Background: an optimization exercise with open tools, aiming at small area, a short achievable clock period and few clock cycles per item. Do not read the settings as production practice. The RTL was checked by simulation tests, not by an equivalence proof against the original design. Power figures rest on the tool's default switching activity, not on a simulated workload.

### flow/flow/run.sh
#!/bin/bash
# Standard ORFS layout, with two changes to how it is made:
#  - ports are buffered with sky130_fd_sc_hd__buf_1 instead of the buffer
#    buffer_ports picks by itself (clkdlybuf4s50_1);
#  - repair_timing is asked to keep a setup slack margin, so the resizer works
#    on the critical paths although the 50 ns clock is met with a wide margin.
# The design, clock period and constraints are the standard flow's, unchanged.
set -euo pipefail
export BUFFER_PORTS_ARGS="-buffer_cell sky130_fd_sc_hd__buf_1"
export SETUP_SLACK_MARGIN=38
bash standard.sh > standard.log 2>&1
### flow/standard.sh
#!/bin/bash
# synth_recipe.tcl (not shown) runs the flow's synth.tcl, then flattens the netlist and writes it again
# the make line also repeats each setting of config.mk as NAME=value (left out here)
make -C /OpenROAD-flow-scripts/flow DESIGN_CONFIG=/design/flow/config.mk WORK_HOME=/design/flow/orfs CLKGATE_MAP_FILE= SYNTH_SCRIPT=/design/flow/synth_recipe.tcl "${@:-finish}"
### flow/config.mk
export PLATFORM = sky130hd
export DESIGN_NAME = scb_bank
export DESIGN_NICKNAME = scb_bank
export VERILOG_FILES = /design/flow/design.v
export SDC_FILE = /design/flow/constraint.sdc
export NUM_CORES = 4
export LEC_CHECK = 0
export ABC_AREA = 1
export CAP_MARGIN = 20
export CORE_MARGIN = 2
export CORE_UTILIZATION = 75
export CTS_BUF_LIST = sky130_fd_sc_hd__clkbuf_4
export SLEW_MARGIN = 20
### flow/design.v
module scb_bank (
    input  wire         clk,
    input  wire         rst,           
    input  wire         cmd_valid,
    output wire         cmd_ready,
    input  wire [2:0]   cmd_op,
    input  wire [7:0]   cmd_id,
    input  wire [15:0]  cmd_val,
    input  wire [253:0] cmd_bank,
    output reg          rsp_valid,
    output wire [7:0]   rsp_status,
    output wire [7:0]   rsp_detail,
    output reg  [14:0]  rsp_value,
    output reg  [4:0]   rsp_index,
    output wire [253:0] rsp_bank
);
    localparam [2:0] OP_LOAD = 3'd0, OP_STORE = 3'd1, OP_GET = 3'd2, OP_SET = 3'd3,
                     OP_INC  = 3'd4, OP_ISFULL = 3'd5, OP_TOTAL = 3'd6, OP_FINDMAX = 3'd7;
    reg  [253:0] nbank;
    wire [253:0] bank = ~nbank;
    assign rsp_bank = bank;
    reg       ready_r;
    reg       v0;
    reg [2:0] op0;
    reg [4:0] id0;
    reg       idbad0;
    reg [9:0] val0;
    reg       vbad0;
    assign cmd_ready = ready_r;
    wire acc      = cmd_valid & ready_r;
    wire load_now = acc & (cmd_op == OP_LOAD);
    always @(posedge clk) begin
        if (rst) begin
            v0      <= 1'b0;
            ready_r <= 1'b1;
        end else begin
            v0      <= acc;
            ready_r <= ~(acc & (cmd_op == OP_STORE));
        end
        op0    <= cmd_op;
        id0    <= cmd_id[4:0];
        idbad0 <= (cmd_id > 8'd24);
        val0   <= cmd_val[9:0];
        vbad0  <= |cmd_val[15:10];
    end
    reg [9:0] cur;
    integer i;
    always @(*) begin
        cur = 10'd0;
        for (i = 0; i < 25; i = i + 1)
            if (id0 == i)
                cur = cur | bank[10*i +: 10];
    end
    wire sat = &cur;
    wire inc_ok = v0 & (op0 == OP_INC) & ~idbad0 & ~sat;
    wire set_ok = v0 & (op0 == OP_SET) & ~idbad0 & ~vbad0;
    wire we     = inc_ok | set_ok;
    wire [9:0] wdata = op0[2] ? cur + 10'd1 : val0;
    wire ts251, tc252, ts255, tc256, ts259, tc260, ts263, tc264, ts267, tc268, ts271, tc272;
    wire ts275, tc276, ts279, tc280, ts283, tc284, ts287, tc288, ts291, tc292, ts295, tc296;
    wire ts299, tc300, ts303, tc304, ts307, tc308, ts311, tc312, ts315, tc316, ts319, tc320;
    wire ts323, tc324, ts327, tc328, ts331, tc332, ts335, tc336, ts339, tc340, ts343, tc344;
    wire ts347, tc348, ts351, tc352, ts355, tc356, ts359, tc360, ts363, tc364, ts367, tc368;
    wire ts371, tc372, ts375, tc376, ts379, tc380, ts383, tc384, ts387, tc388, ts391, tc392;
    wire ts395, tc396, ts399, tc400, ts403, tc404, ts407, tc408, ts411, tc412, ts415, tc416;
    wire ts419, tc420, ts423, tc424, ts427, tc428, ts431, tc432, ts435, tc436, ts439, tc440;
    wire ts443, tc444, ts447, tc448, ts451, tc452, ts455, tc456, ts459, tc460, ts463, tc464;
    wire ts467, tc468, ts471, tc472, ts475, tc476, ts479, tc480, ts483, tc484, ts487, tc488;
    wire ts491, tc492, ts495, tc496, ts499, tc500, ts503, tc504, ts507, tc508, ts511, tc512;
    wire ts515, tc516, ts519, tc520, ts523, tc524, ts527, tc528, ts531, tc532, ts535, tc536;
    wire ts539, tc540, ts543, tc544, ts547, tc548, ts551, tc552, ts555, tc556, ts559, tc560;
    wire ts563, tc564, ts567, tc568, ts571, tc572, ts575, tc576, ts579, tc580, ts583, tc584;
    wire ts587, tc588, ts591, tc592, ts595, tc596, ts599, tc600, ts603, tc604, ts607, tc608;
    wire ts611, tc612, ts615, tc616, ts619, tc620, ts623, tc624, ts627, tc628, ts631, tc632;
    wire ts635, tc636, ts639, tc640, ts643, tc644, ts647, tc648, ts651, tc652, ts655, tc656;
    wire ts659, tc660, ts663, tc664, ts667, tc668, ts671, tc672, ts675, tc676, ts679, tc680;
    wire ts683, tc684, ts687, tc688, ts691, tc692, ts695, tc696, ts699, tc700, ts703, tc704;
    wire ts707, tc708, ts711, tc712, ts715, tc716, ts719, tc720, ts723, tc724, ts727, tc728;
    wire ts731, tc732, ts735, tc736, ts739, tc740, ts743, tc744, ts747, tc748, ts751, tc752;
    wire ts755, tc756, ts759, tc760, ts763, tc764, ts767, tc768, ts771, tc772, ts775, tc776;
    wire ts779, tc780, ts783, tc784, ts787, tc788, ts791, tc792, ts795, tc796, ts799, tc800;
    wire ts803, tc804, ts807, tc808, ts811, tc812, ts815, tc816, ts819, tc820, ts823, tc824;
    wire ts827, tc828, ts831, tc832, ts835, tc836, ts839, tc840, ts843, tc844, ts847, tc848;
    wire ts851, tc852, ts855, tc856, ts859, tc860, ts863, tc864, ts867, tc868, ts871, tc872;
    wire ts875, tc876, ts879, tc880, ts883, tc884, ts887, tc888, ts891, tc892, ts895, tc896;
    wire ts899, tc900, ts903, tc904, ts907, tc908, ts911, tc912, ts915, tc916, ts919, tc920;
    wire ts923, tc924, ts927, tc928, ts931, tc932, ts935, tc936, ts939, tc940, ts943, tc944;
    wire ts947, tc948, ts951, tc952, ts955, tc956, ts959, tc960, ts963, tc964, ts967, tc968;
    wire ts971, tc972, ts975, tc976, ts979, tc980, ts983, tc984, ts987, tc988, ts991, tc992;
    wire ts995, tc996, ts999, tc1000, ts1003, tc1004, ts1007, tc1008, ts1011, tc1012, ts1015, tc1016;
    wire ts1019, tc1020, ts1023, tc1024, ts1027, tc1028, ts1031, tc1032, ts1035, tc1036, ts1039, tc1040;
    wire ts1043, tc1044, ts1047, tc1048, ts1051, tc1052, ts1055, tc1056, ts1059, tc1060, ts1063, tc1064;
    wire ts1067, tc1068, ts1071, tc1072, ts1075, tc1076, ts1079, tc1080, ts1083, tc1084, ts1087, tc1088;
    wire ts1091, tc1092, ts1095, tc1096, ts1099, tc1100, ts1103, tc1104, ts1107, tc1108, ts1111, tc1112;
    wire ts1115, tc1116, ts1119, tc1120, ts1123, tc1124, ts1127, tc1128, ts1131, tc1132, ts1135, tc1136;
    wire ts1139, tc1140, ts1143, tc1144, ts1147, tc1148, ts1151, tc1152, ts1155, tc1156, ts1159, tc1160;
    wire ts1163, tc1164, ts1167, tc1168, ts1171, tc1172, ts1175, tc1176, ts1179, tc1180, ts1183, tc1184;
    wire ts1187, tc1188, ts1191, tc1192, ts1195, tc1196, ts1199, tc1200, ts1203, tc1204, ts1207, tc1208;
    assign ts251 = nbank[0] ^ nbank[10] ^ nbank[20];
    assign tc252 = (nbank[0] & nbank[10]) | (nbank[0] & nbank[20]) | (nbank[10] & nbank[20]);
    assign ts255 = nbank[30] ^ nbank[40] ^ nbank[50];
    assign tc256 = (nbank[30] & nbank[40]) | (nbank[30] & nbank[50]) | (nbank[40] & nbank[50]);
    assign ts259 = nbank[60] ^ nbank[70] ^ nbank[80];
    assign tc260 = (nbank[60] & nbank[70]) | (nbank[60] & nbank[80]) | (nbank[70] & nbank[80]);
    assign ts263 = nbank[90] ^ nbank[100] ^ nbank[110];
    assign tc264 = (nbank[90] & nbank[100]) | (nbank[90] & nbank[110]) | (nbank[100] & nbank[110]);
    assign ts267 = nbank[120] ^ nbank[130] ^ nbank[140];
    assign tc268 = (nbank[120] & nbank[130]) | (nbank[120] & nbank[140]) | (nbank[130] & nbank[140]);
    assign ts271 = nbank[150] ^ nbank[160] ^ nbank[170];
    assign tc272 = (nbank[150] & nbank[160]) | (nbank[150] & nbank[170]) | (nbank[160] & nbank[170]);
    assign ts275 = nbank[180] ^ nbank[190] ^ nbank[200];
    assign tc276 = (nbank[180] & nbank[190]) | (nbank[180] & nbank[200]) | (nbank[190] & nbank[200]);
    assign ts279 = nbank[210] ^ nbank[220] ^ nbank[230];
    assign tc280 = (nbank[210] & nbank[220]) | (nbank[210] & nbank[230]) | (nbank[220] & nbank[230]);
    assign ts283 = nbank[240] ^ ts251 ^ ts255;
    assign tc284 = (nbank[240] & ts251) | (nbank[240] & ts255) | (ts251 & ts255);
    assign ts287 = ts259 ^ ts263 ^ ts267;
    assign tc288 = (ts259 & ts263) | (ts259 & ts267) | (ts263 & ts267);
    assign ts291 = ts271 ^ ts275 ^ ts279;
    assign tc292 = (ts271 & ts275) | (ts271 & ts279) | (ts275 & ts279);
    assign ts295 = ts283 ^ ts287 ^ ts291;
    assign tc296 = (ts283 & ts287) | (ts283 & ts291) | (ts287 & ts291);
    assign ts299 = nbank[1] ^ nbank[11] ^ nbank[21];
    assign tc300 = (nbank[1] & nbank[11]) | (nbank[1] & nbank[21]) | (nbank[11] & nbank[21]);
    assign ts303 = nbank[31] ^ nbank[41] ^ nbank[51];
    assign tc304 = (nbank[31] & nbank[41]) | (nbank[31] & nbank[51]) | (nbank[41] & nbank[51]);
    assign ts307 = nbank[61] ^ nbank[71] ^ nbank[81];
    assign tc308 = (nbank[61] & nbank[71]) | (nbank[61] & nbank[81]) | (nbank[71] & nbank[81]);
    assign ts311 = nbank[91] ^ nbank[101] ^ nbank[111];
    assign tc312 = (nbank[91] & nbank[101]) | (nbank[91] & nbank[111]) | (nbank[101] & nbank[111]);
    assign ts315 = nbank[121] ^ nbank[131] ^ nbank[141];
    assign tc316 = (nbank[121] & nbank[131]) | (nbank[121] & nbank[141]) | (nbank[131] & nbank[141]);
    assign ts319 = nbank[151] ^ nbank[161] ^ nbank[171];
    assign tc320 = (nbank[151] & nbank[161]) | (nbank[151] & nbank[171]) | (nbank[161] & nbank[171]);
    assign ts323 = nbank[181] ^ nbank[191] ^ nbank[201];
    assign tc324 = (nbank[181] & nbank[191]) | (nbank[181] & nbank[201]) | (nbank[191] & nbank[201]);
    assign ts327 = nbank[211] ^ nbank[221] ^ nbank[231];
    assign tc328 = (nbank[211] & nbank[221]) | (nbank[211] & nbank[231]) | (nbank[221] & nbank[231]);
    assign ts331 = nbank[241] ^ tc252 ^ tc256;
    assign tc332 = (nbank[241] & tc252) | (nbank[241] & tc256) | (tc252 & tc256);
    assign ts335 = tc260 ^ tc264 ^ tc268;
    assign tc336 = (tc260 & tc264) | (tc260 & tc268) | (tc264 & tc268);
    assign ts339 = tc272 ^ tc276 ^ tc280;
    assign tc340 = (tc272 & tc276) | (tc272 & tc280) | (tc276 & tc280);
    assign ts343 = ts299 ^ ts303 ^ ts307;
    assign tc344 = (ts299 & ts303) | (ts299 & ts307) | (ts303 & ts307);
    assign ts347 = ts311 ^ ts315 ^ ts319;
    assign tc348 = (ts311 & ts315) | (ts311 & ts319) | (ts315 & ts319);
    assign ts351 = ts323 ^ ts327 ^ tc284;
    assign tc352 = (ts323 & ts327) | (ts323 & tc284) | (ts327 & tc284);
    assign ts355 = tc288 ^ tc292 ^ ts331;
    assign tc356 = (tc288 & tc292) | (tc288 & ts331) | (tc292 & ts331);
    assign ts359 = ts335 ^ ts339 ^ ts343;
    assign tc360 = (ts335 & ts339) | (ts335 & ts343) | (ts339 & ts343);
    assign ts363 = ts347 ^ tc296 ^ ts351;
    assign tc364 = (ts347 & tc296) | (ts347 & ts351) | (tc296 & ts351);
    assign ts367 = ts355 ^ ts359 ^ ts363;
    assign tc368 = (ts355 & ts359) | (ts355 & ts363) | (ts359 & ts363);
    assign ts371 = nbank[2] ^ nbank[12] ^ nbank[22];
    assign tc372 = (nbank[2] & nbank[12]) | (nbank[2] & nbank[22]) | (nbank[12] & nbank[22]);
    assign ts375 = nbank[32] ^ nbank[42] ^ nbank[52];
    assign tc376 = (nbank[32] & nbank[42]) | (nbank[32] & nbank[52]) | (nbank[42] & nbank[52]);
    assign ts379 = nbank[62] ^ nbank[72] ^ nbank[82];
    assign tc380 = (nbank[62] & nbank[72]) | (nbank[62] & nbank[82]) | (nbank[72] & nbank[82]);
    assign ts383 = nbank[92] ^ nbank[102] ^ nbank[112];
    assign tc384 = (nbank[92] & nbank[102]) | (nbank[92] & nbank[112]) | (nbank[102] & nbank[112]);
    assign ts387 = nbank[122] ^ nbank[132] ^ nbank[142];
    assign tc388 = (nbank[122] & nbank[132]) | (nbank[122] & nbank[142]) | (nbank[132] & nbank[142]);
    assign ts391 = nbank[152] ^ nbank[162] ^ nbank[172];
    assign tc392 = (nbank[152] & nbank[162]) | (nbank[152] & nbank[172]) | (nbank[162] & nbank[172]);
    assign ts395 = nbank[182] ^ nbank[192] ^ nbank[202];
    assign tc396 = (nbank[182] & nbank[192]) | (nbank[182] & nbank[202]) | (nbank[192] & nbank[202]);
    assign ts399 = nbank[212] ^ nbank[222] ^ nbank[232];
    assign tc400 = (nbank[212] & nbank[222]) | (nbank[212] & nbank[232]) | (nbank[222] & nbank[232]);
    assign ts403 = nbank[242] ^ tc300 ^ tc304;
    assign tc404 = (nbank[242] & tc300) | (nbank[242] & tc304) | (tc300 & tc304);
    assign ts407 = tc308 ^ tc312 ^ tc316;
    assign tc408 = (tc308 & tc312) | (tc308 & tc316) | (tc312 & tc316);
    assign ts411 = tc320 ^ tc324 ^ tc328;
    assign tc412 = (tc320 & tc324) | (tc320 & tc328) | (tc324 & tc328);
    assign ts415 = ts371 ^ ts375 ^ ts379;
    assign tc416 = (ts371 & ts375) | (ts371 & ts379) | (ts375 & ts379);
    assign ts419 = ts383 ^ ts387 ^ ts391;
    assign tc420 = (ts383 & ts387) | (ts383 & ts391) | (ts387 & ts391);
    assign ts423 = ts395 ^ ts399 ^ tc332;
    assign tc424 = (ts395 & ts399) | (ts395 & tc332) | (ts399 & tc332);
    assign ts427 = tc336 ^ tc340 ^ tc344;
    assign tc428 = (tc336 & tc340) | (tc336 & tc344) | (tc340 & tc344);
    assign ts431 = tc348 ^ ts403 ^ ts407;
    assign tc432 = (tc348 & ts403) | (tc348 & ts407) | (ts403 & ts407);
    assign ts435 = ts411 ^ ts415 ^ ts419;
    assign tc436 = (ts411 & ts415) | (ts411 & ts419) | (ts415 & ts419);
    assign ts439 = tc352 ^ tc356 ^ ts423;
    assign tc440 = (tc352 & tc356) | (tc352 & ts423) | (tc356 & ts423);
    assign ts443 = tc360 ^ ts427 ^ ts431;
    assign tc444 = (tc360 & ts427) | (tc360 & ts431) | (ts427 & ts431);
    assign ts447 = ts435 ^ tc364 ^ ts439;
    assign tc448 = (ts435 & tc364) | (ts435 & ts439) | (tc364 & ts439);
    assign ts451 = ts443 ^ tc368 ^ ts447;
    assign tc452 = (ts443 & tc368) | (ts443 & ts447) | (tc368 & ts447);
    assign ts455 = nbank[3] ^ nbank[13] ^ nbank[23];
    assign tc456 = (nbank[3] & nbank[13]) | (nbank[3] & nbank[23]) | (nbank[13] & nbank[23]);
    assign ts459 = nbank[33] ^ nbank[43] ^ nbank[53];
    assign tc460 = (nbank[33] & nbank[43]) | (nbank[33] & nbank[53]) | (nbank[43] & nbank[53]);
    assign ts463 = nbank[63] ^ nbank[73] ^ nbank[83];
    assign tc464 = (nbank[63] & nbank[73]) | (nbank[63] & nbank[83]) | (nbank[73] & nbank[83]);
    assign ts467 = nbank[93] ^ nbank[103] ^ nbank[113];
    assign tc468 = (nbank[93] & nbank[103]) | (nbank[93] & nbank[113]) | (nbank[103] & nbank[113]);
    assign ts471 = nbank[123] ^ nbank[133] ^ nbank[143];
    assign tc472 = (nbank[123] & nbank[133]) | (nbank[123] & nbank[143]) | (nbank[133] & nbank[143]);
    assign ts475 = nbank[153] ^ nbank[163] ^ nbank[173];
    assign tc476 = (nbank[153] & nbank[163]) | (nbank[153] & nbank[173]) | (nbank[163] & nbank[173]);
    assign ts479 = nbank[183] ^ nbank[193] ^ nbank[203];
    assign tc480 = (nbank[183] & nbank[193]) | (nbank[183] & nbank[203]) | (nbank[193] & nbank[203]);
    assign ts483 = nbank[213] ^ nbank[223] ^ nbank[233];
    assign tc484 = (nbank[213] & nbank[223]) | (nbank[213] & nbank[233]) | (nbank[223] & nbank[233]);
    assign ts487 = nbank[243] ^ tc372 ^ tc376;
    assign tc488 = (nbank[243] & tc372) | (nbank[243] & tc376) | (tc372 & tc376);
    assign ts491 = tc380 ^ tc384 ^ tc388;
    assign tc492 = (tc380 & tc384) | (tc380 & tc388) | (tc384 & tc388);
    assign ts495 = tc392 ^ tc396 ^ tc400;
    assign tc496 = (tc392 & tc396) | (tc392 & tc400) | (tc396 & tc400);
    assign ts499 = ts455 ^ ts459 ^ ts463;
    assign tc500 = (ts455 & ts459) | (ts455 & ts463) | (ts459 & ts463);
    assign ts503 = ts467 ^ ts471 ^ ts475;
    assign tc504 = (ts467 & ts471) | (ts467 & ts475) | (ts471 & ts475);
    assign ts507 = ts479 ^ ts483 ^ tc404;
    assign tc508 = (ts479 & ts483) | (ts479 & tc404) | (ts483 & tc404);
    assign ts511 = tc408 ^ tc412 ^ tc416;
    assign tc512 = (tc408 & tc412) | (tc408 & tc416) | (tc412 & tc416);
    assign ts515 = tc420 ^ ts487 ^ ts491;
    assign tc516 = (tc420 & ts487) | (tc420 & ts491) | (ts487 & ts491);
    assign ts519 = ts495 ^ ts499 ^ ts503;
    assign tc520 = (ts495 & ts499) | (ts495 & ts503) | (ts499 & ts503);
    assign ts523 = tc424 ^ tc428 ^ tc432;
    assign tc524 = (tc424 & tc428) | (tc424 & tc432) | (tc428 & tc432);
    assign ts527 = ts507 ^ tc436 ^ ts511;
    assign tc528 = (ts507 & tc436) | (ts507 & ts511) | (tc436 & ts511);
    assign ts531 = ts515 ^ ts519 ^ tc440;
    assign tc532 = (ts515 & ts519) | (ts515 & tc440) | (ts519 & tc440);
    assign ts535 = tc444 ^ ts523 ^ ts527;
    assign tc536 = (tc444 & ts523) | (tc444 & ts527) | (ts523 & ts527);
    assign ts539 = tc448 ^ ts531 ^ ts535;
    assign tc540 = (tc448 & ts531) | (tc448 & ts535) | (ts531 & ts535);
    assign ts543 = ~(tc452 ^ ts539);
    assign tc544 = tc452 | ts539;
    assign ts547 = nbank[4] ^ nbank[14] ^ nbank[24];
    assign tc548 = (nbank[4] & nbank[14]) | (nbank[4] & nbank[24]) | (nbank[14] & nbank[24]);
    assign ts551 = nbank[34] ^ nbank[44] ^ nbank[54];
    assign tc552 = (nbank[34] & nbank[44]) | (nbank[34] & nbank[54]) | (nbank[44] & nbank[54]);
    assign ts555 = nbank[64] ^ nbank[74] ^ nbank[84];
    assign tc556 = (nbank[64] & nbank[74]) | (nbank[64] & nbank[84]) | (nbank[74] & nbank[84]);
    assign ts559 = nbank[94] ^ nbank[104] ^ nbank[114];
    assign tc560 = (nbank[94] & nbank[104]) | (nbank[94] & nbank[114]) | (nbank[104] & nbank[114]);
    assign ts563 = nbank[124] ^ nbank[134] ^ nbank[144];
    assign tc564 = (nbank[124] & nbank[134]) | (nbank[124] & nbank[144]) | (nbank[134] & nbank[144]);
    assign ts567 = nbank[154] ^ nbank[164] ^ nbank[174];
    assign tc568 = (nbank[154] & nbank[164]) | (nbank[154] & nbank[174]) | (nbank[164] & nbank[174]);
    assign ts571 = nbank[184] ^ nbank[194] ^ nbank[204];
    assign tc572 = (nbank[184] & nbank[194]) | (nbank[184] & nbank[204]) | (nbank[194] & nbank[204]);
    assign ts575 = nbank[214] ^ nbank[224] ^ nbank[234];
    assign tc576 = (nbank[214] & nbank[224]) | (nbank[214] & nbank[234]) | (nbank[224] & nbank[234]);
    assign ts579 = nbank[244] ^ tc456 ^ tc460;
    assign tc580 = (nbank[244] & tc456) | (nbank[244] & tc460) | (tc456 & tc460);
    assign ts583 = tc464 ^ tc468 ^ tc472;
    assign tc584 = (tc464 & tc468) | (tc464 & tc472) | (tc468 & tc472);
    assign ts587 = tc476 ^ tc480 ^ tc484;
    assign tc588 = (tc476 & tc480) | (tc476 & tc484) | (tc480 & tc484);
    assign ts591 = ts547 ^ ts551 ^ ts555;
    assign tc592 = (ts547 & ts551) | (ts547 & ts555) | (ts551 & ts555);
    assign ts595 = ts559 ^ ts563 ^ ts567;
    assign tc596 = (ts559 & ts563) | (ts559 & ts567) | (ts563 & ts567);
    assign ts599 = ts571 ^ ts575 ^ tc488;
    assign tc600 = (ts571 & ts575) | (ts571 & tc488) | (ts575 & tc488);
    assign ts603 = tc492 ^ tc496 ^ tc500;
    assign tc604 = (tc492 & tc496) | (tc492 & tc500) | (tc496 & tc500);
    assign ts607 = tc504 ^ ts579 ^ ts583;
    assign tc608 = (tc504 & ts579) | (tc504 & ts583) | (ts579 & ts583);
    assign ts611 = ts587 ^ ts591 ^ ts595;
    assign tc612 = (ts587 & ts591) | (ts587 & ts595) | (ts591 & ts595);
    assign ts615 = tc508 ^ tc512 ^ tc516;
    assign tc616 = (tc508 & tc512) | (tc508 & tc516) | (tc512 & tc516);
    assign ts619 = ts599 ^ tc520 ^ ts603;
    assign tc620 = (ts599 & tc520) | (ts599 & ts603) | (tc520 & ts603);
    assign ts623 = ts607 ^ ts611 ^ tc524;
    assign tc624 = (ts607 & ts611) | (ts607 & tc524) | (ts611 & tc524);
    assign ts627 = tc528 ^ ts615 ^ ts619;
    assign tc628 = (tc528 & ts615) | (tc528 & ts619) | (ts615 & ts619);
    assign ts631 = tc532 ^ ts623 ^ tc536;
    assign tc632 = (tc532 & ts623) | (tc532 & tc536) | (ts623 & tc536);
    assign ts635 = ts627 ^ tc540 ^ ts631;
    assign tc636 = (ts627 & tc540) | (ts627 & ts631) | (tc540 & ts631);
    assign ts639 = ~(tc544 ^ ts635);
    assign tc640 = tc544 | ts635;
    assign ts643 = nbank[5] ^ nbank[15] ^ nbank[25];
    assign tc644 = (nbank[5] & nbank[15]) | (nbank[5] & nbank[25]) | (nbank[15] & nbank[25]);
    assign ts647 = nbank[35] ^ nbank[45] ^ nbank[55];
    assign tc648 = (nbank[35] & nbank[45]) | (nbank[35] & nbank[55]) | (nbank[45] & nbank[55]);
    assign ts651 = nbank[65] ^ nbank[75] ^ nbank[85];
    assign tc652 = (nbank[65] & nbank[75]) | (nbank[65] & nbank[85]) | (nbank[75] & nbank[85]);
    assign ts655 = nbank[95] ^ nbank[105] ^ nbank[115];
    assign tc656 = (nbank[95] & nbank[105]) | (nbank[95] & nbank[115]) | (nbank[105] & nbank[115]);
    assign ts659 = nbank[125] ^ nbank[135] ^ nbank[145];
    assign tc660 = (nbank[125] & nbank[135]) | (nbank[125] & nbank[145]) | (nbank[135] & nbank[145]);
    assign ts663 = nbank[155] ^ nbank[165] ^ nbank[175];
    assign tc664 = (nbank[155] & nbank[165]) | (nbank[155] & nbank[175]) | (nbank[165] & nbank[175]);
    assign ts667 = nbank[185] ^ nbank[195] ^ nbank[205];
    assign tc668 = (nbank[185] & nbank[195]) | (nbank[185] & nbank[205]) | (nbank[195] & nbank[205]);
    assign ts671 = nbank[215] ^ nbank[225] ^ nbank[235];
    assign tc672 = (nbank[215] & nbank[225]) | (nbank[215] & nbank[235]) | (nbank[225] & nbank[235]);
    assign ts675 = nbank[245] ^ tc548 ^ tc552;
    assign tc676 = (nbank[245] & tc548) | (nbank[245] & tc552) | (tc548 & tc552);
    assign ts679 = tc556 ^ tc560 ^ tc564;
    assign tc680 = (tc556 & tc560) | (tc556 & tc564) | (tc560 & tc564);
    assign ts683 = tc568 ^ tc572 ^ tc576;
    assign tc684 = (tc568 & tc572) | (tc568 & tc576) | (tc572 & tc576);
    assign ts687 = ts643 ^ ts647 ^ ts651;
    assign tc688 = (ts643 & ts647) | (ts643 & ts651) | (ts647 & ts651);
    assign ts691 = ts655 ^ ts659 ^ ts663;
    assign tc692 = (ts655 & ts659) | (ts655 & ts663) | (ts659 & ts663);
    assign ts695 = ts667 ^ ts671 ^ tc580;
    assign tc696 = (ts667 & ts671) | (ts667 & tc580) | (ts671 & tc580);
    assign ts699 = tc584 ^ tc588 ^ tc592;
    assign tc700 = (tc584 & tc588) | (tc584 & tc592) | (tc588 & tc592);
    assign ts703 = tc596 ^ ts675 ^ ts679;
    assign tc704 = (tc596 & ts675) | (tc596 & ts679) | (ts675 & ts679);
    assign ts707 = ts683 ^ ts687 ^ ts691;
    assign tc708 = (ts683 & ts687) | (ts683 & ts691) | (ts687 & ts691);
    assign ts711 = tc600 ^ tc604 ^ tc608;
    assign tc712 = (tc600 & tc604) | (tc600 & tc608) | (tc604 & tc608);
    assign ts715 = ts695 ^ tc612 ^ ts699;
    assign tc716 = (ts695 & tc612) | (ts695 & ts699) | (tc612 & ts699);
    assign ts719 = ts703 ^ ts707 ^ tc616;
    assign tc720 = (ts703 & ts707) | (ts703 & tc616) | (ts707 & tc616);
    assign ts723 = tc620 ^ ts711 ^ ts715;
    assign tc724 = (tc620 & ts711) | (tc620 & ts715) | (ts711 & ts715);
    assign ts727 = tc624 ^ ts719 ^ tc628;
    assign tc728 = (tc624 & ts719) | (tc624 & tc628) | (ts719 & tc628);
    assign ts731 = ts723 ^ tc632 ^ ts727;
    assign tc732 = (ts723 & tc632) | (ts723 & ts727) | (tc632 & ts727);
    assign ts735 = tc636 ^ ts731 ^ tc640;
    assign tc736 = (tc636 & ts731) | (tc636 & tc640) | (ts731 & tc640);
    assign ts739 = nbank[6] ^ nbank[16] ^ nbank[26];
    assign tc740 = (nbank[6] & nbank[16]) | (nbank[6] & nbank[26]) | (nbank[16] & nbank[26]);
    assign ts743 = nbank[36] ^ nbank[46] ^ nbank[56];
    assign tc744 = (nbank[36] & nbank[46]) | (nbank[36] & nbank[56]) | (nbank[46] & nbank[56]);
    assign ts747 = nbank[66] ^ nbank[76] ^ nbank[86];
    assign tc748 = (nbank[66] & nbank[76]) | (nbank[66] & nbank[86]) | (nbank[76] & nbank[86]);
    assign ts751 = nbank[96] ^ nbank[106] ^ nbank[116];
    assign tc752 = (nbank[96] & nbank[106]) | (nbank[96] & nbank[116]) | (nbank[106] & nbank[116]);
    assign ts755 = nbank[126] ^ nbank[136] ^ nbank[146];
    assign tc756 = (nbank[126] & nbank[136]) | (nbank[126] & nbank[146]) | (nbank[136] & nbank[146]);
    assign ts759 = nbank[156] ^ nbank[166] ^ nbank[176];
    assign tc760 = (nbank[156] & nbank[166]) | (nbank[156] & nbank[176]) | (nbank[166] & nbank[176]);
    assign ts763 = nbank[186] ^ nbank[196] ^ nbank[206];
    assign tc764 = (nbank[186] & nbank[196]) | (nbank[186] & nbank[206]) | (nbank[196] & nbank[206]);
    assign ts767 = nbank[216] ^ nbank[226] ^ nbank[236];
    assign tc768 = (nbank[216] & nbank[226]) | (nbank[216] & nbank[236]) | (nbank[226] & nbank[236]);
    assign ts771 = nbank[246] ^ tc644 ^ tc648;
    assign tc772 = (nbank[246] & tc644) | (nbank[246] & tc648) | (tc644 & tc648);
    assign ts775 = tc652 ^ tc656 ^ tc660;
    assign tc776 = (tc652 & tc656) | (tc652 & tc660) | (tc656 & tc660);
    assign ts779 = tc664 ^ tc668 ^ tc672;
    assign tc780 = (tc664 & tc668) | (tc664 & tc672) | (tc668 & tc672);
    assign ts783 = ts739 ^ ts743 ^ ts747;
    assign tc784 = (ts739 & ts743) | (ts739 & ts747) | (ts743 & ts747);
    assign ts787 = ts751 ^ ts755 ^ ts759;
    assign tc788 = (ts751 & ts755) | (ts751 & ts759) | (ts755 & ts759);
    assign ts791 = ts763 ^ ts767 ^ tc676;
    assign tc792 = (ts763 & ts767) | (ts763 & tc676) | (ts767 & tc676);
    assign ts795 = tc680 ^ tc684 ^ tc688;
    assign tc796 = (tc680 & tc684) | (tc680 & tc688) | (tc684 & tc688);
    assign ts799 = tc692 ^ ts771 ^ ts775;
    assign tc800 = (tc692 & ts771) | (tc692 & ts775) | (ts771 & ts775);
    assign ts803 = ts779 ^ ts783 ^ ts787;
    assign tc804 = (ts779 & ts783) | (ts779 & ts787) | (ts783 & ts787);
    assign ts807 = tc696 ^ tc700 ^ tc704;
    assign tc808 = (tc696 & tc700) | (tc696 & tc704) | (tc700 & tc704);
    assign ts811 = ts791 ^ tc708 ^ ts795;
    assign tc812 = (ts791 & tc708) | (ts791 & ts795) | (tc708 & ts795);
    assign ts815 = ts799 ^ ts803 ^ tc712;
    assign tc816 = (ts799 & ts803) | (ts799 & tc712) | (ts803 & tc712);
    assign ts819 = tc716 ^ ts807 ^ ts811;
    assign tc820 = (tc716 & ts807) | (tc716 & ts811) | (ts807 & ts811);
    assign ts823 = tc720 ^ ts815 ^ tc724;
    assign tc824 = (tc720 & ts815) | (tc720 & tc724) | (ts815 & tc724);
    assign ts827 = ts819 ^ tc728 ^ ts823;
    assign tc828 = (ts819 & tc728) | (ts819 & ts823) | (tc728 & ts823);
    assign ts831 = tc732 ^ ts827 ^ tc736;
    assign tc832 = (tc732 & ts827) | (tc732 & tc736) | (ts827 & tc736);
    assign ts835 = nbank[7] ^ nbank[17] ^ nbank[27];
    assign tc836 = (nbank[7] & nbank[17]) | (nbank[7] & nbank[27]) | (nbank[17] & nbank[27]);
    assign ts839 = nbank[37] ^ nbank[47] ^ nbank[57];
    assign tc840 = (nbank[37] & nbank[47]) | (nbank[37] & nbank[57]) | (nbank[47] & nbank[57]);
    assign ts843 = nbank[67] ^ nbank[77] ^ nbank[87];
    assign tc844 = (nbank[67] & nbank[77]) | (nbank[67] & nbank[87]) | (nbank[77] & nbank[87]);
    assign ts847 = nbank[97] ^ nbank[107] ^ nbank[117];
    assign tc848 = (nbank[97] & nbank[107]) | (nbank[97] & nbank[117]) | (nbank[107] & nbank[117]);
    assign ts851 = nbank[127] ^ nbank[137] ^ nbank[147];
    assign tc852 = (nbank[127] & nbank[137]) | (nbank[127] & nbank[147]) | (nbank[137] & nbank[147]);
    assign ts855 = nbank[157] ^ nbank[167] ^ nbank[177];
    assign tc856 = (nbank[157] & nbank[167]) | (nbank[157] & nbank[177]) | (nbank[167] & nbank[177]);
    assign ts859 = nbank[187] ^ nbank[197] ^ nbank[207];
    assign tc860 = (nbank[187] & nbank[197]) | (nbank[187] & nbank[207]) | (nbank[197] & nbank[207]);
    assign ts863 = nbank[217] ^ nbank[227] ^ nbank[237];
    assign tc864 = (nbank[217] & nbank[227]) | (nbank[217] & nbank[237]) | (nbank[227] & nbank[237]);
    assign ts867 = nbank[247] ^ tc740 ^ tc744;
    assign tc868 = (nbank[247] & tc740) | (nbank[247] & tc744) | (tc740 & tc744);
    assign ts871 = tc748 ^ tc752 ^ tc756;
    assign tc872 = (tc748 & tc752) | (tc748 & tc756) | (tc752 & tc756);
    assign ts875 = tc760 ^ tc764 ^ tc768;
    assign tc876 = (tc760 & tc764) | (tc760 & tc768) | (tc764 & tc768);
    assign ts879 = ts835 ^ ts839 ^ ts843;
    assign tc880 = (ts835 & ts839) | (ts835 & ts843) | (ts839 & ts843);
    assign ts883 = ts847 ^ ts851 ^ ts855;
    assign tc884 = (ts847 & ts851) | (ts847 & ts855) | (ts851 & ts855);
    assign ts887 = ts859 ^ ts863 ^ tc772;
    assign tc888 = (ts859 & ts863) | (ts859 & tc772) | (ts863 & tc772);
    assign ts891 = tc776 ^ tc780 ^ tc784;
    assign tc892 = (tc776 & tc780) | (tc776 & tc784) | (tc780 & tc784);
    assign ts895 = tc788 ^ ts867 ^ ts871;
    assign tc896 = (tc788 & ts867) | (tc788 & ts871) | (ts867 & ts871);
    assign ts899 = ts875 ^ ts879 ^ ts883;
    assign tc900 = (ts875 & ts879) | (ts875 & ts883) | (ts879 & ts883);
    assign ts903 = tc792 ^ tc796 ^ tc800;
    assign tc904 = (tc792 & tc796) | (tc792 & tc800) | (tc796 & tc800);
    assign ts907 = ts887 ^ tc804 ^ ts891;
    assign tc908 = (ts887 & tc804) | (ts887 & ts891) | (tc804 & ts891);
    assign ts911 = ts895 ^ ts899 ^ tc808;
    assign tc912 = (ts895 & ts899) | (ts895 & tc808) | (ts899 & tc808);
    assign ts915 = tc812 ^ ts903 ^ ts907;
    assign tc916 = (tc812 & ts903) | (tc812 & ts907) | (ts903 & ts907);
    assign ts919 = tc816 ^ ts911 ^ tc820;
    assign tc920 = (tc816 & ts911) | (tc816 & tc820) | (ts911 & tc820);
    assign ts923 = ts915 ^ tc824 ^ ts919;
    assign tc924 = (ts915 & tc824) | (ts915 & ts919) | (tc824 & ts919);
    assign ts927 = tc828 ^ ts923 ^ tc832;
    assign tc928 = (tc828 & ts923) | (tc828 & tc832) | (ts923 & tc832);
    assign ts931 = nbank[8] ^ nbank[18] ^ nbank[28];
    assign tc932 = (nbank[8] & nbank[18]) | (nbank[8] & nbank[28]) | (nbank[18] & nbank[28]);
    assign ts935 = nbank[38] ^ nbank[48] ^ nbank[58];
    assign tc936 = (nbank[38] & nbank[48]) | (nbank[38] & nbank[58]) | (nbank[48] & nbank[58]);
    assign ts939 = nbank[68] ^ nbank[78] ^ nbank[88];
    assign tc940 = (nbank[68] & nbank[78]) | (nbank[68] & nbank[88]) | (nbank[78] & nbank[88]);
    assign ts943 = nbank[98] ^ nbank[108] ^ nbank[118];
    assign tc944 = (nbank[98] & nbank[108]) | (nbank[98] & nbank[118]) | (nbank[108] & nbank[118]);
    assign ts947 = nbank[128] ^ nbank[138] ^ nbank[148];
    assign tc948 = (nbank[128] & nbank[138]) | (nbank[128] & nbank[148]) | (nbank[138] & nbank[148]);
    assign ts951 = nbank[158] ^ nbank[168] ^ nbank[178];
    assign tc952 = (nbank[158] & nbank[168]) | (nbank[158] & nbank[178]) | (nbank[168] & nbank[178]);
    assign ts955 = nbank[188] ^ nbank[198] ^ nbank[208];
    assign tc956 = (nbank[188] & nbank[198]) | (nbank[188] & nbank[208]) | (nbank[198] & nbank[208]);
    assign ts959 = nbank[218] ^ nbank[228] ^ nbank[238];
    assign tc960 = (nbank[218] & nbank[228]) | (nbank[218] & nbank[238]) | (nbank[228] & nbank[238]);
    assign ts963 = nbank[248] ^ tc836 ^ tc840;
    assign tc964 = (nbank[248] & tc836) | (nbank[248] & tc840) | (tc836 & tc840);
    assign ts967 = tc844 ^ tc848 ^ tc852;
    assign tc968 = (tc844 & tc848) | (tc844 & tc852) | (tc848 & tc852);
    assign ts971 = tc856 ^ tc860 ^ tc864;
    assign tc972 = (tc856 & tc860) | (tc856 & tc864) | (tc860 & tc864);
    assign ts975 = ts931 ^ ts935 ^ ts939;
    assign tc976 = (ts931 & ts935) | (ts931 & ts939) | (ts935 & ts939);
    assign ts979 = ts943 ^ ts947 ^ ts951;
    assign tc980 = (ts943 & ts947) | (ts943 & ts951) | (ts947 & ts951);
    assign ts983 = ts955 ^ ts959 ^ tc868;
    assign tc984 = (ts955 & ts959) | (ts955 & tc868) | (ts959 & tc868);
    assign ts987 = tc872 ^ tc876 ^ tc880;
    assign tc988 = (tc872 & tc876) | (tc872 & tc880) | (tc876 & tc880);
    assign ts991 = tc884 ^ ts963 ^ ts967;
    assign tc992 = (tc884 & ts963) | (tc884 & ts967) | (ts963 & ts967);
    assign ts995 = ts971 ^ ts975 ^ ts979;
    assign tc996 = (ts971 & ts975) | (ts971 & ts979) | (ts975 & ts979);
    assign ts999 = tc888 ^ tc892 ^ tc896;
    assign tc1000 = (tc888 & tc892) | (tc888 & tc896) | (tc892 & tc896);
    assign ts1003 = ts983 ^ tc900 ^ ts987;
    assign tc1004 = (ts983 & tc900) | (ts983 & ts987) | (tc900 & ts987);
    assign ts1007 = ts991 ^ ts995 ^ tc904;
    assign tc1008 = (ts991 & ts995) | (ts991 & tc904) | (ts995 & tc904);
    assign ts1011 = tc908 ^ ts999 ^ ts1003;
    assign tc1012 = (tc908 & ts999) | (tc908 & ts1003) | (ts999 & ts1003);
    assign ts1015 = tc912 ^ ts1007 ^ tc916;
    assign tc1016 = (tc912 & ts1007) | (tc912 & tc916) | (ts1007 & tc916);
    assign ts1019 = ts1011 ^ tc920 ^ ts1015;
    assign tc1020 = (ts1011 & tc920) | (ts1011 & ts1015) | (tc920 & ts1015);
    assign ts1023 = tc924 ^ ts1019 ^ tc928;
    assign tc1024 = (tc924 & ts1019) | (tc924 & tc928) | (ts1019 & tc928);
    assign ts1027 = nbank[9] ^ nbank[19] ^ nbank[29];
    assign tc1028 = (nbank[9] & nbank[19]) | (nbank[9] & nbank[29]) | (nbank[19] & nbank[29]);
    assign ts1031 = nbank[39] ^ nbank[49] ^ nbank[59];
    assign tc1032 = (nbank[39] & nbank[49]) | (nbank[39] & nbank[59]) | (nbank[49] & nbank[59]);
    assign ts1035 = nbank[69] ^ nbank[79] ^ nbank[89];
    assign tc1036 = (nbank[69] & nbank[79]) | (nbank[69] & nbank[89]) | (nbank[79] & nbank[89]);
    assign ts1039 = nbank[99] ^ nbank[109] ^ nbank[119];
    assign tc1040 = (nbank[99] & nbank[109]) | (nbank[99] & nbank[119]) | (nbank[109] & nbank[119]);
    assign ts1043 = nbank[129] ^ nbank[139] ^ nbank[149];
    assign tc1044 = (nbank[129] & nbank[139]) | (nbank[129] & nbank[149]) | (nbank[139] & nbank[149]);
    assign ts1047 = nbank[159] ^ nbank[169] ^ nbank[179];
    assign tc1048 = (nbank[159] & nbank[169]) | (nbank[159] & nbank[179]) | (nbank[169] & nbank[179]);
    assign ts1051 = nbank[189] ^ nbank[199] ^ nbank[209];
    assign tc1052 = (nbank[189] & nbank[199]) | (nbank[189] & nbank[209]) | (nbank[199] & nbank[209]);
    assign ts1055 = nbank[219] ^ nbank[229] ^ nbank[239];
    assign tc1056 = (nbank[219] & nbank[229]) | (nbank[219] & nbank[239]) | (nbank[229] & nbank[239]);
    assign ts1059 = nbank[249] ^ tc932 ^ tc936;
    assign tc1060 = (nbank[249] & tc932) | (nbank[249] & tc936) | (tc932 & tc936);
    assign ts1063 = tc940 ^ tc944 ^ tc948;
    assign tc1064 = (tc940 & tc944) | (tc940 & tc948) | (tc944 & tc948);
    assign ts1067 = tc952 ^ tc956 ^ tc960;
    assign tc1068 = (tc952 & tc956) | (tc952 & tc960) | (tc956 & tc960);
    assign ts1071 = ts1027 ^ ts1031 ^ ts1035;
    assign tc1072 = (ts1027 & ts1031) | (ts1027 & ts1035) | (ts1031 & ts1035);
    assign ts1075 = ts1039 ^ ts1043 ^ ts1047;
    assign tc1076 = (ts1039 & ts1043) | (ts1039 & ts1047) | (ts1043 & ts1047);
    assign ts1079 = ts1051 ^ ts1055 ^ tc964;
    assign tc1080 = (ts1051 & ts1055) | (ts1051 & tc964) | (ts1055 & tc964);
    assign ts1083 = tc968 ^ tc972 ^ tc976;
    assign tc1084 = (tc968 & tc972) | (tc968 & tc976) | (tc972 & tc976);
    assign ts1087 = tc980 ^ ts1059 ^ ts1063;
    assign tc1088 = (tc980 & ts1059) | (tc980 & ts1063) | (ts1059 & ts1063);
    assign ts1091 = ts1067 ^ ts1071 ^ ts1075;
    assign tc1092 = (ts1067 & ts1071) | (ts1067 & ts1075) | (ts1071 & ts1075);
    assign ts1095 = tc984 ^ tc988 ^ tc992;
    assign tc1096 = (tc984 & tc988) | (tc984 & tc992) | (tc988 & tc992);
    assign ts1099 = ts1079 ^ tc996 ^ ts1083;
    assign tc1100 = (ts1079 & tc996) | (ts1079 & ts1083) | (tc996 & ts1083);
    assign ts1103 = ts1087 ^ ts1091 ^ tc1000;
    assign tc1104 = (ts1087 & ts1091) | (ts1087 & tc1000) | (ts1091 & tc1000);
    assign ts1107 = tc1004 ^ ts1095 ^ ts1099;
    assign tc1108 = (tc1004 & ts1095) | (tc1004 & ts1099) | (ts1095 & ts1099);
    assign ts1111 = tc1008 ^ ts1103 ^ tc1012;
    assign tc1112 = (tc1008 & ts1103) | (tc1008 & tc1012) | (ts1103 & tc1012);
    assign ts1115 = ts1107 ^ tc1016 ^ ts1111;
    assign tc1116 = (ts1107 & tc1016) | (ts1107 & ts1111) | (tc1016 & ts1111);
    assign ts1119 = tc1020 ^ ts1115 ^ tc1024;
    assign tc1120 = (tc1020 & ts1115) | (tc1020 & tc1024) | (ts1115 & tc1024);
    assign ts1123 = tc1028 ^ tc1032 ^ tc1036;
    assign tc1124 = (tc1028 & tc1032) | (tc1028 & tc1036) | (tc1032 & tc1036);
    assign ts1127 = tc1040 ^ tc1044 ^ tc1048;
    assign tc1128 = (tc1040 & tc1044) | (tc1040 & tc1048) | (tc1044 & tc1048);
    assign ts1131 = tc1052 ^ tc1056 ^ tc1060;
    assign tc1132 = (tc1052 & tc1056) | (tc1052 & tc1060) | (tc1056 & tc1060);
    assign ts1135 = tc1064 ^ tc1068 ^ tc1072;
    assign tc1136 = (tc1064 & tc1068) | (tc1064 & tc1072) | (tc1068 & tc1072);
    assign ts1139 = tc1076 ^ ts1123 ^ ts1127;
    assign tc1140 = (tc1076 & ts1123) | (tc1076 & ts1127) | (ts1123 & ts1127);
    assign ts1143 = tc1080 ^ tc1084 ^ tc1088;
    assign tc1144 = (tc1080 & tc1084) | (tc1080 & tc1088) | (tc1084 & tc1088);
    assign ts1147 = ts1131 ^ tc1092 ^ ts1135;
    assign tc1148 = (ts1131 & tc1092) | (ts1131 & ts1135) | (tc1092 & ts1135);
    assign ts1151 = ts1139 ^ tc1096 ^ tc1100;
    assign tc1152 = (ts1139 & tc1096) | (ts1139 & tc1100) | (tc1096 & tc1100);
    assign ts1155 = ts1143 ^ ts1147 ^ tc1104;
    assign tc1156 = (ts1143 & ts1147) | (ts1143 & tc1104) | (ts1147 & tc1104);
    assign ts1159 = tc1108 ^ ts1151 ^ ts1155;
    assign tc1160 = (tc1108 & ts1151) | (tc1108 & ts1155) | (ts1151 & ts1155);
    assign ts1163 = tc1112 ^ ts1159 ^ tc1116;
    assign tc1164 = (tc1112 & ts1159) | (tc1112 & tc1116) | (ts1159 & tc1116);
    assign ts1167 = ~(ts1163 ^ tc1120);
    assign tc1168 = ts1163 | tc1120;
    assign ts1171 = tc1124 ^ tc1128 ^ tc1132;
    assign tc1172 = (tc1124 & tc1128) | (tc1124 & tc1132) | (tc1128 & tc1132);
    assign ts1175 = tc1136 ^ tc1140 ^ tc1144;
    assign tc1176 = (tc1136 & tc1140) | (tc1136 & tc1144) | (tc1140 & tc1144);
    assign ts1179 = ts1171 ^ tc1148 ^ tc1152;
    assign tc1180 = (ts1171 & tc1148) | (ts1171 & tc1152) | (tc1148 & tc1152);
    assign ts1183 = ts1175 ^ tc1156 ^ ts1179;
    assign tc1184 = (ts1175 & tc1156) | (ts1175 & ts1179) | (tc1156 & ts1179);
    assign ts1187 = tc1160 ^ ts1183 ^ tc1164;
    assign tc1188 = (tc1160 & ts1183) | (tc1160 & tc1164) | (ts1183 & tc1164);
    assign ts1191 = ~(ts1187 ^ tc1168);
    assign tc1192 = ts1187 | tc1168;
    assign ts1195 = tc1172 ^ tc1176 ^ tc1180;
    assign tc1196 = (tc1172 & tc1176) | (tc1172 & tc1180) | (tc1176 & tc1180);
    assign ts1199 = tc1184 ^ ts1195 ^ tc1188;
    assign tc1200 = (tc1184 & ts1195) | (tc1184 & tc1188) | (ts1195 & tc1188);
    assign ts1203 = ~(ts1199 ^ tc1192);
    assign tc1204 = ts1199 | tc1192;
    assign ts1207 = tc1196 ^ tc1200 ^ tc1204;
    assign tc1208 = (tc1196 & tc1200) | (tc1196 & tc1204) | (tc1200 & tc1204);
    wire [14:0] total = ~{tc1208, ts1207, ts1203, ts1191, ts1167, ts1119, ts1023, ts927, ts831, ts735, ts639, ts543, ts451, ts367, ts295};
    reg [24:0] cand, hit;
    reg [9:0]  max_v;
    reg [4:0]  max_i;
    integer b;
    always @(*) begin
        cand = {25{1'b1}};
        for (b = 9; b >= 0; b = b - 1) begin
            for (i = 0; i < 25; i = i + 1)
                hit[i] = cand[i] & bank[10*i + b];
            max_v[b] = |hit;
            if (|hit)
                cand = hit;
        end
        max_i = 5'd0;
        for (i = 24; i >= 0; i = i - 1)
            if (cand[i])
                max_i = i;
    end
    reg [24:0] wr, hd;
    wire ld = load_now & ~rst;
    always @(*) begin
        for (i = 0; i < 25; i = i + 1) begin
            wr[i] = ~rst & ~load_now & we & (id0 == i);
            hd[i] = ~rst & ~load_now & ~(we & (id0 == i));
        end
    end
    wire hs = ~rst & ~load_now;
    reg [253:0] nbank_d;
    always @(*) begin
        for (i = 0; i < 25; i = i + 1)
            nbank_d[10*i +: 10] = ~(({10{ld}} & cmd_bank[10*i +: 10]) |
                                    ({10{wr[i]}} & wdata) |
                                    ({10{hd[i]}} & bank[10*i +: 10]));
        nbank_d[253:250] = ~(({4{ld}} & cmd_bank[253:250]) | ({4{hs}} & bank[253:250]));
    end
    always @(posedge clk)
        nbank <= nbank_d;
    wire id_op   = (op0 == OP_GET) | (op0 == OP_SET) | (op0 == OP_INC) | (op0 == OP_ISFULL);
    wire e_range = idbad0 & id_op;
    wire e_val   = ~idbad0 & (op0 == OP_SET) & vbad0;
    wire e_sat   = ~idbad0 & (op0 == OP_INC) & sat;
    reg [1:0] st;
    reg [2:0] dt;
    assign rsp_status = {6'd0, st};
    assign rsp_detail = {5'd0, dt};
    always @(posedge clk) begin
        rsp_valid <= ~rst & v0;
        st <= {e_range, e_range | e_val | e_sat};
        dt <= {e_sat, e_val, e_range | e_val};
        case (op0)
            OP_ISFULL:  rsp_value <= {14'd0, sat};
            OP_TOTAL:   rsp_value <= total;
            OP_FINDMAX: rsp_value <= {5'd0, max_v};
            default:    rsp_value <= {5'd0, cur};
        endcase
        rsp_index <= max_i;
    end
endmodule
### flow/constraint.sdc
create_clock -name core_clock -period 50.0 [get_ports {clk}]
set_input_delay 10.0000 -clock core_clock [delete_from_list [all_inputs] [get_ports {clk}]]
set_output_delay 10.0000 -clock core_clock [all_outputs]
set_load 0.01 [all_outputs]
==> flow_summary.ini, run 1 <==
[status]
status = stopped before the end
haltStage = global routing
firstError = [ERROR GRT-0116] Global routing finished with congestion. Check the congestion regions in the DRC Viewer.

[place]
gp_congestion = 1.35
dp_hpwl_um = 90300
io_buffers = 564
dp_cells = 4184
dpl_cell_area_um2 = 26300

[clocking]
cts_root_buf = clkbuf_4
htreeDepth = 3
clock_path_buffers = 3
cts_hold_buffers = 0
numClockSinks = 302
cts_inserted_buffers = 80

[logic_synthesis]
netlist_top_cells_area = dfxtp_1 (25%), fa_1 (19%), nand2_1 (9.9%)
netlist_area_um2 = 24200
synth_seq_cells = 302
synth.largest_area_cell = dfxtp_1
synth_ff_type = dfxtp_1
synth.avg_cell_area_um2 = 7.29
synth_top_area_frac = 0.250
yosys_warnings = 1
yosysUniqueCellTypes = 44
synth_edf_count = 0
seq_area_frac_synth = 0.250
synthArstFlopShare = 0
syn-instance-count = 3317

[floorplan]
die_h_um = 184
start_util = 0.765
io-pin-count = 576
die_w_um = 184
fp-row-count = 65

[grt]
grt_start_max_net_pins = 255
track_usage = 0.773
grt_pass1_wl_um = 197000
overflow = 199
grt_pass1_vias = 33000
==> worst max-delay path by stage <==
| stage | from | to | slack [ns] |
|---|---|---|---|
| floorplan | cmd_op[0] | nbank[120] | 38.20 |
| global placement | cmd_op[0] | nbank[9] | 36.51 |
| detailed placement | nbank[129] | rsp_index[0] | 36.38 |
| CTS | nbank[129] | rsp_index[0] | 37.92 |
==> cells by family after synthesis <==
kind of cell | synth area share
buffers and inverters | 0.128
flip-flops | 0.250
XOR/XNOR | 0.00145
adder cells (fa/ha/maj) | 0.200
AO/OA/AOI/OAI | 0.157
other | 0.000155
AND/OR/NAND/NOR | 0.264
==> power groups by stage <==
| stage | Clock [uW] | Sequential, uW | Combinational (uW) |
|---|---|---|---|
| after detailed placement | 0 | 263 | 660 |
| after global placement | 0 | 263 | 628 |
| after CTS | 240 | 258 | 692 |
| after floorplan | 0 | 263 | 511 |
==> stage by stage <==
step | hold slack, ns | total power, uW | worst slack (ns)
4_1_cts | 0.476 | 1190 | 37.92
3_5_place_dp | 0.457 | 923 | 36.38
3_3_place_gp | 0.458 | 891 | 36.51
2_1_floorplan | 0.425 | 774 | 38.20
==> synth_stat cells (2+ instances only) <==
cell type  number
ha_1           10
nand3_1       350
a21oi_1        92
a21boi_0        5
nor4_1          6
nand2_4         5
a2111oi_0       2
xor2_1          4
o221ai_1        4
or4_1           2
fa_1          235
nor3_1          7
inv_1         608
nor2_2          6
a21boi_1        2
o21ai_1         7
clkinv_1       14
buf_4          40
inv_2          12
o22ai_1        53
o21ai_0        71
a31oi_1         5
nor2_8          4
nand2_2        14
a22oi_1         3
buf_2           8
nand3b_1       21
buf_1           2
dfxtp_1       302
nor2_4         10
nand2_1       641
nor2_1        398
o31ai_1         2
o2111ai_1       5
nand4_1        14
buf_6          13
or2_2           2
o211ai_1        5
a221oi_1      267
clkbuf_1       62
==> per-layer routing <==
layer | GRT usage | GRT overflow
met2 | 0.953 | 99
met4 | 0.787 | 100
met3 | 0.598 | 0
met5 | 0.175 | 0
met1 | 0.779 | 0
==> timing repair <==
action                                  CTS
setup buffers                            22
cloned                                   14
endpoints found under the setup margin   19
gates resized for setup                  22
pin swaps                                16
Testbench counts, summed over its fixed seeds: cycles 16,527, commands 16,000.
==> run 2, diff against run 1 <==
--- a/flow/flow/run.sh
+++ b/flow/flow/run.sh
@@ -7,5 +7,5 @@
 # The design, clock period and constraints are the standard flow's, unchanged.
 set -euo pipefail
 export BUFFER_PORTS_ARGS="-buffer_cell sky130_fd_sc_hd__buf_1"
-export SETUP_SLACK_MARGIN=38
+export SETUP_SLACK_MARGIN=38.5
 bash standard.sh > standard.log 2>&1
--- a/flow/config.mk
+++ b/flow/config.mk
@@ -8,6 +8,6 @@
 export ABC_AREA = 1
 export CAP_MARGIN = 20
 export CORE_MARGIN = 2
-export CORE_UTILIZATION = 75
+export CORE_UTILIZATION = 40
 export CTS_BUF_LIST = sky130_fd_sc_hd__clkbuf_4
 export SLEW_MARGIN = 20
==> run 2 against run 1 <==
Net effect:
- now clean on timing, DRC and antenna
- synthesized cell count stayed put
- area after synthesis did not move
==> flow_summary.ini, run 2 <==
[status]
status = timing/DRC/antenna clean

[final_layout]
n_fill_cell = 6045
stdcell_count = 4999
layout_commonest_cell = nand2_1
multiInputGateArea_um2 = 16400
final_cell_mix = nand2_1 (615), inv_1 (374), nor2_1 (351), buf_1 (319), nand3_1 (290)
top_regs = nbank x254, rsp_value x15, val0 x10
largest_reg_flops = 254
ff_latch_area_um2 = 6630
fin_nets = 4680
syn2layout_area_growth_pct = 36.2
top_register = nbank
drive_above_1_share = 0.315

[place]
io_buffers = 564
dp_hpwl_um = 106000
gp_congestion = 1.06
dp_cells = 4574

[floorplan]
die-area_um2 = 62500
die_h_um = 250
fp-row-count = 90
die_w_um = 250
start_util = 0.402
core_um2 = 60100
io-pin-count = 576

[timing]
finalClockSkew_ns = 0.107
layout_min_cycle_time_ns = 11.63
setup_tns_ns = 0
finalCritPeriodShare = 0.233
relSlewSlack = 0.0915
rsz0062_at_grt = yes
tightest_slew_ns = 1.34
fmax_mhz = 86.0
hold_viol = 0
finalSetupViolations = 0
drv_slew = 0
whs_ns = 0.472

[logic_synthesis]
synth_top_family_by_area = simple AND/OR/NAND/NOR gates
yosysMostFrequentCell = nand2_1
synth.top_cells.by_count = nand2_1 (641), inv_1 (608), nor2_1 (398)
synth_fa_ha_area_frac = 0.200
muxShareOfSynthArea = 0
synth_edf_count = 0
yosys_warnings = 1
synthSimpleGateAreaFrac = 0.264
synth_compound_area_frac = 0.157
netlist_top_cells_area = dfxtp_1 (25%), fa_1 (19%), nand2_1 (9.9%)
syn-instance-count = 3317
synthArstFlopShare = 0
synth_top_area_frac = 0.250
netlist_area_um2 = 24200
synth_seq_cells = 302
yosysUniqueCellTypes = 44
synth.avg_cell_area_um2 = 7.29
synth.largest_area_cell = dfxtp_1
synthXorXnorAreaFrac = 0.00145
seq_area_frac_synth = 0.250
synth_ff_type = dfxtp_1

[clocking]
cts_inserted_buffers = 89
insertion_delay_ns = 0.95
cts_hold_buffers = 0
htreeDepth = 3
clkTransAtPathRegs_ns = 0.07
cts_tree = built
clock_path_buffers = 3
numClockSinks = 302
cts_root_buf = clkbuf_4

[route]
drc_errors = 0
vias = 29400
drt-total-wl_um = 137000
wl_per_cell_um = 27.5
viasPerCell = 5.88
ant_nets = 0
drtIter0Drc = 3921
drtPass1Iterations = 7

[grt]
track_usage = 0.419
grt_pass1_wl_um = 189000
antenna_found_initial = 3
overflow = 0
grt_start_max_net_pins = 77
grt_pass1_vias = 27700

[pwr]
irDropWorstVdd_uv = 28.3
power_density_nw_per_um2 = 41.2
power_leakage_uw = 0.0161

[worst_setup_path]
crit_arrival_ns = 12.32
path_max_fanout = 25
crit_type = in2reg
cp-start-kind = primary input
end_kind = flop
required_ns = 50.70

[flow_run]
maxCapViolCount = 0

[min_path]
min_path_type = reg2reg
==> run 2: cell counts after synthesis <==
Identical to the previous run, type by type.
==> run 2: layer usage <==
| metal | track usage | vias up | part of all wire |
|---|---|---|---|
| li1 | - | 12700 | - |
| met1 | 0.511 | 14000 | 0.36 |
| met2 | 0.669 | 2181 | 0.45 |
| met3 | 0.0994 | 548 | 0.11 |
| met4 | 0.258 | 0 | 0.084 |
| met5 | 0 | - | 0 |
==> run 2: area by class of cell <==
type	instances	area share
Sequential cell	302	0.201
Clock buffer	119	0.0271
Inverter	634	0.0800
Tap cell	782	0.0297
Multi-Input combinational cell	2307	0.498
Timing Repair Buffer	817	0.159
Clock inverter	33	0.00459
Antenna cell	5	0.000380
==> run 2: worst paths after layout <==
| path | slack (ns) | depth (start not counted) | endpoint | startpoint |
|---|---|---|---|---|
| max reg2reg | 38.73 | 92 | rsp_index[0] | nbank[9] |
| min reg2reg | 0.47 | 2 | dt[1] | vbad0 |
| max | 38.37 | 7 | nbank[40] | rst |
| min | 0.47 | 2 | dt[1] | vbad0 |
==> run 2: through the flow <==
stage	worst slack [ns]	power [uW]	util	instance area [um2]
after global placement	35.44	934	0.447	26900
after detailed placement	35.33	934	0.447	26900
final	38.37	1360	0.548	32900
after CTS	38.35	1220	0.515	31000
after global routing	38.17	1450	0.548	32900
after floorplan	38.50	774	-	24300
==> run 2: what timing repair did <==
action	in CTS	in global routing
setup buffers	150	74
cloned	25	19
gates resized for setup	1024	270
pin swaps	29	61
setup endpoints to repair	511	100
==> run 2: worst max-delay path, stage by stage <==
cell and delay, ns:
buf_1 0.18, inv_1 0.42, nand2_8 0.22, inv_4 0.35
nand2_8 0.24, nor2_2 0.68, a221oi_1 0.16
==> run 2: logic make-up after synthesis <==
kind of cell	count (synthesis)
AO/OA/AOI/OAI	525
XOR/XNOR	4
adder cells (fa/ha/maj)	245
buffers and inverters	759
flip-flops	302
other	1
AND/OR/NAND/NOR	1481
==> run 2: report_power, final <==
group          internal [uW]  total (uW)  switching (uW)
combinational            299         871             572
clock                    111         233             123
sequential               246         253            7.58
total                    655        1360             702
==> run 3, diff against run 2 <==
--- a/flow/flow/run.sh
+++ b/flow/flow/run.sh
@@ -7,5 +7,5 @@
 # The design, clock period and constraints are the standard flow's, unchanged.
 set -euo pipefail
 export BUFFER_PORTS_ARGS="-buffer_cell sky130_fd_sc_hd__buf_1"
-export SETUP_SLACK_MARGIN=38.5
+export SETUP_SLACK_MARGIN=37.5
 bash standard.sh > standard.log 2>&1
==> run 3 against run 2 <==
Net effect:
- die area unchanged
- flip-flop and latch count unchanged
- clock skew down 0.045 ns
- clock-buffer cell count up 9
- register-to-register slack worse by 0.65 ns
- still clean on timing, DRC and antenna
- largest power group unchanged
- critical endpoint is now nbank[231]
- synthesized cell count unchanged
- largest cell class unchanged
- power down 5.4%
- highest routed layer unchanged
==> flow_summary.ini, run 3 <==
[route]
wl_met3_um = 13900
drc_errors = 0
wl_per_cell_um = 27.0
ant_nets = 0
drtIter0Drc = 3908
drt-total-wl_um = 130000
drtPass1Iterations = 8
dr_wl_met2_um = 59200
met1_length_um = 48800
viasPerCell = 5.80
vias = 27900
top_layer = met4

[clocking]
cts_hold_buffers = 0
cts_root_buf = clkbuf_4
insertion_delay_ns = 0.92
cts_inserted_buffers = 89
htreeDepth = 3
cts_tree = built
numClockSinks = 302
clock_path_buffers = 3
clkTransAtPathRegs_ns = 0.07

[timing]
hold_viol = 0
setup_tns_ns = 0
finalClockSkew_ns = 0.0614
rsz0062_at_grt = no
relSlewSlack = 0.216
fmax_mhz = 81.6
layout_min_cycle_time_ns = 12.25
finalCritPeriodShare = 0.245
tightest_slew_ns = 1.17
finalSetupViolations = 0
drv_slew = 0

[final_layout]
n_fill_cell = 6393
largest_reg_flops = 254
top_register = nbank
drive_above_1_share = 0.0817
layout_commonest_cell = nand2_1
multiInputGateArea_um2 = 15500
syn2layout_area_growth_pct = 19.7
fin_nets = 4482
ff_latch_area_um2 = 6050
final_cell_mix = nand2_1 (632), inv_1 (608), buf_1 (564), nor2_1 (391), nand3_1 (350)
top_regs = nbank x254, rsp_value x15, val0 x10
stdcell_count = 4813

[floorplan]
io-pin-count = 576
die_h_um = 250
core_um2 = 60100
die_w_um = 250
start_util = 0.402
fp-row-count = 90
die-area_um2 = 62500

[worst_setup_path]
cp-start-kind = primary input
reg2reg_slack_ns = 38.08
r2r_end = rsp_index[0]
crit_start = cmd_op[1]
path_max_fanout = 97
crit_type = in2reg
crit_arrival_ns = 12.97
required_ns = 50.71
reg2reg_depth = 89
end_kind = flop
r2r-start = nbank[179]

[pwr]
irDropWorstVdd_uv = 26.4
power_density_nw_per_um2 = 44.3
power_leakage_uw = 0.0146

[logic_synthesis]
synthXorXnorAreaFrac = 0.00145
synth_compound_area_frac = 0.157
netlist_area_um2 = 24200
synthArstFlopShare = 0
synthSimpleGateAreaFrac = 0.264
muxShareOfSynthArea = 0
netlist_top_cells_area = dfxtp_1 (25%), fa_1 (19%), nand2_1 (9.9%)
synth.top_cells.by_count = nand2_1 (641), inv_1 (608), nor2_1 (398)
synth_edf_count = 0
synth.largest_area_cell = dfxtp_1
synth.avg_cell_area_um2 = 7.29
syn-instance-count = 3317
synth_seq_cells = 302
synth_top_area_frac = 0.250
synth_fa_ha_area_frac = 0.200
yosysUniqueCellTypes = 44
yosys_warnings = 1
seq_area_frac_synth = 0.250
synth_top_family_by_area = simple AND/OR/NAND/NOR gates
yosysMostFrequentCell = nand2_1
synth_ff_type = dfxtp_1

[grt]
grt_start_max_net_pins = 98
overflow = 0
grt_pass1_vias = 26400
antenna_found_initial = 2
track_usage = 0.403
grt_pass1_wl_um = 182000

[min_path]
holdCritStartpoint = ready_r
min_path_type = reg2reg
hold_path_end = v0
whs_path_depth = 2

[place]
gp_congestion = 1.03
dp_cells = 4578
io_buffers = 564
dp_hpwl_um = 106000

[status]
status = timing/DRC/antenna clean

[flow_run]
maxCapViolCount = 0
run 3: cell count changes in the layout (fill, tap and decap cells not counted), sizes merged:
cell	delta
bufinv	+3
nor2	-14
clkbuf	-4
clkinv	+2
buf	-162
inv	+2
clkinvlp	-2
diode	-2
nand2	-9
run 3: what timing repair did:
| item | in CTS | in global routing |
|---|---|---|
| resized for setup | 14 | 54 |
| setup buffers | 17 | 31 |
| pin swaps | 13 | 24 |
| endpoints found under the setup margin | 103 | 103 |
| gates cloned | 13 | 5 |
run 3: area by class of cell:
type | instances | area share
flip-flops and latches | 302 | 0.209
inverters | 634 | 0.0822
multi-input cells | 2284 | 0.537
diodes | 3 | 0.000259
repair buffers | 642 | 0.0965
clock inverters | 38 | 0.00838
well taps | 782 | 0.0338
clock buffers | 128 | 0.0332
run 3: logic make-up after synthesis:
logic type                 after synthesis
DFF                                    302
other                                    1
and+or+nand+nor                       1481
buffers and inverters                  759
xor gates and xnor gates                 4
AOI/OAI and AO/OA                      525
adders and majority gates              245
run 3: layer usage:
metal | vias to the layer above | global-route usage
li1 | 12200 | -
met1 | 13300 | 0.504
met2 | 1945 | 0.645
met3 | 394 | 0.0966
met4 | 0 | 0.211
met5 | - | 0
run 3: per-stage QoR:
step / area (um2) / setup slack, ns / utilization / power (uW) / hold slack [ns]
final: 29000 / 37.75 / 0.482 / 1280 / 0.481
after global routing: 29000 / 37.41 / 0.482 / 1380 / 0.516
after CTS: 28400 / 37.41 / 0.473 / 1220 / 0.485
after detailed placement: 26900 / 35.72 / 0.448 / 937 / 0.466
after global placement: 26900 / 35.71 / 0.448 / 934 / 0.460
after floorplan: 24200 / 38.20 / - / 774 / 0.425
run 3: report_power, final:
group	switching (uW)	leakage, uW	internal (uW)	total, uW
Sequential	7.59	0.00246	251	258
Clock	125	0.000709	134	259
Combinational	520	0.0114	246	766
Total	653	0.0146	631	1280
run 3: worst max-delay path: stages:
cell and delay, ns:
buf_1 0.10, or4_1 0.58, nor2_4 0.10, buf_4 0.61
buf_6 0.65, buf_8 0.57, a221oi_1 0.21
run 3: worst max-delay path by stage:
stage	endpoint	slack (ns)	cells past startpoint
6_report	nbank[231]	37.75	7
5_1_grt	rsp_index[0]	37.41	92
4_1_cts	rsp_index[0]	37.41	92
3_5_place_dp	rsp_index[0]	35.72	85
3_3_place_gp	rsp_index[0]	35.71	85
2_1_floorplan	nbank[120]	38.20	8

[re-timing with driven ports]
The flow's constraints put no driver on any port. The routed layouts listed below were extracted and timed again, unchanged, in two steps. Step 1: set_driving_cell puts a clkbuf_16 on clk and a buf_2 on each other input, an assumption about the parent block. Step 2 times the ports against the registers' clock, not the clock port: input delays grow and output delays shrink by t, the midpoint of the rising clock arrivals with the driver on. Three values: no drivers, after step 1, after step 2; two values: the first two.
| run | t (ns) | setup WS [ns] | hold WS [ns] | worst setup path at the end | worst register clock-pin slew, ns |
|---|---|---|---|---|---|
| run 2 | 0.962 | 38.374 / 38.417 / 37.455 | 0.472 / 0.472 / 0.472 | input to register | 0.08 / 0.08 |
| run 3 | 0.951 | 37.746 / 37.788 / 36.838 | 0.481 / 0.481 / 0.481 | input to register | 0.08 / 0.08 |
After both steps every run listed still meets setup and hold. For run 2, which loses most, drivers alone change the setup slack by +0.043 ns; drivers and shift together by -0.919 ns.
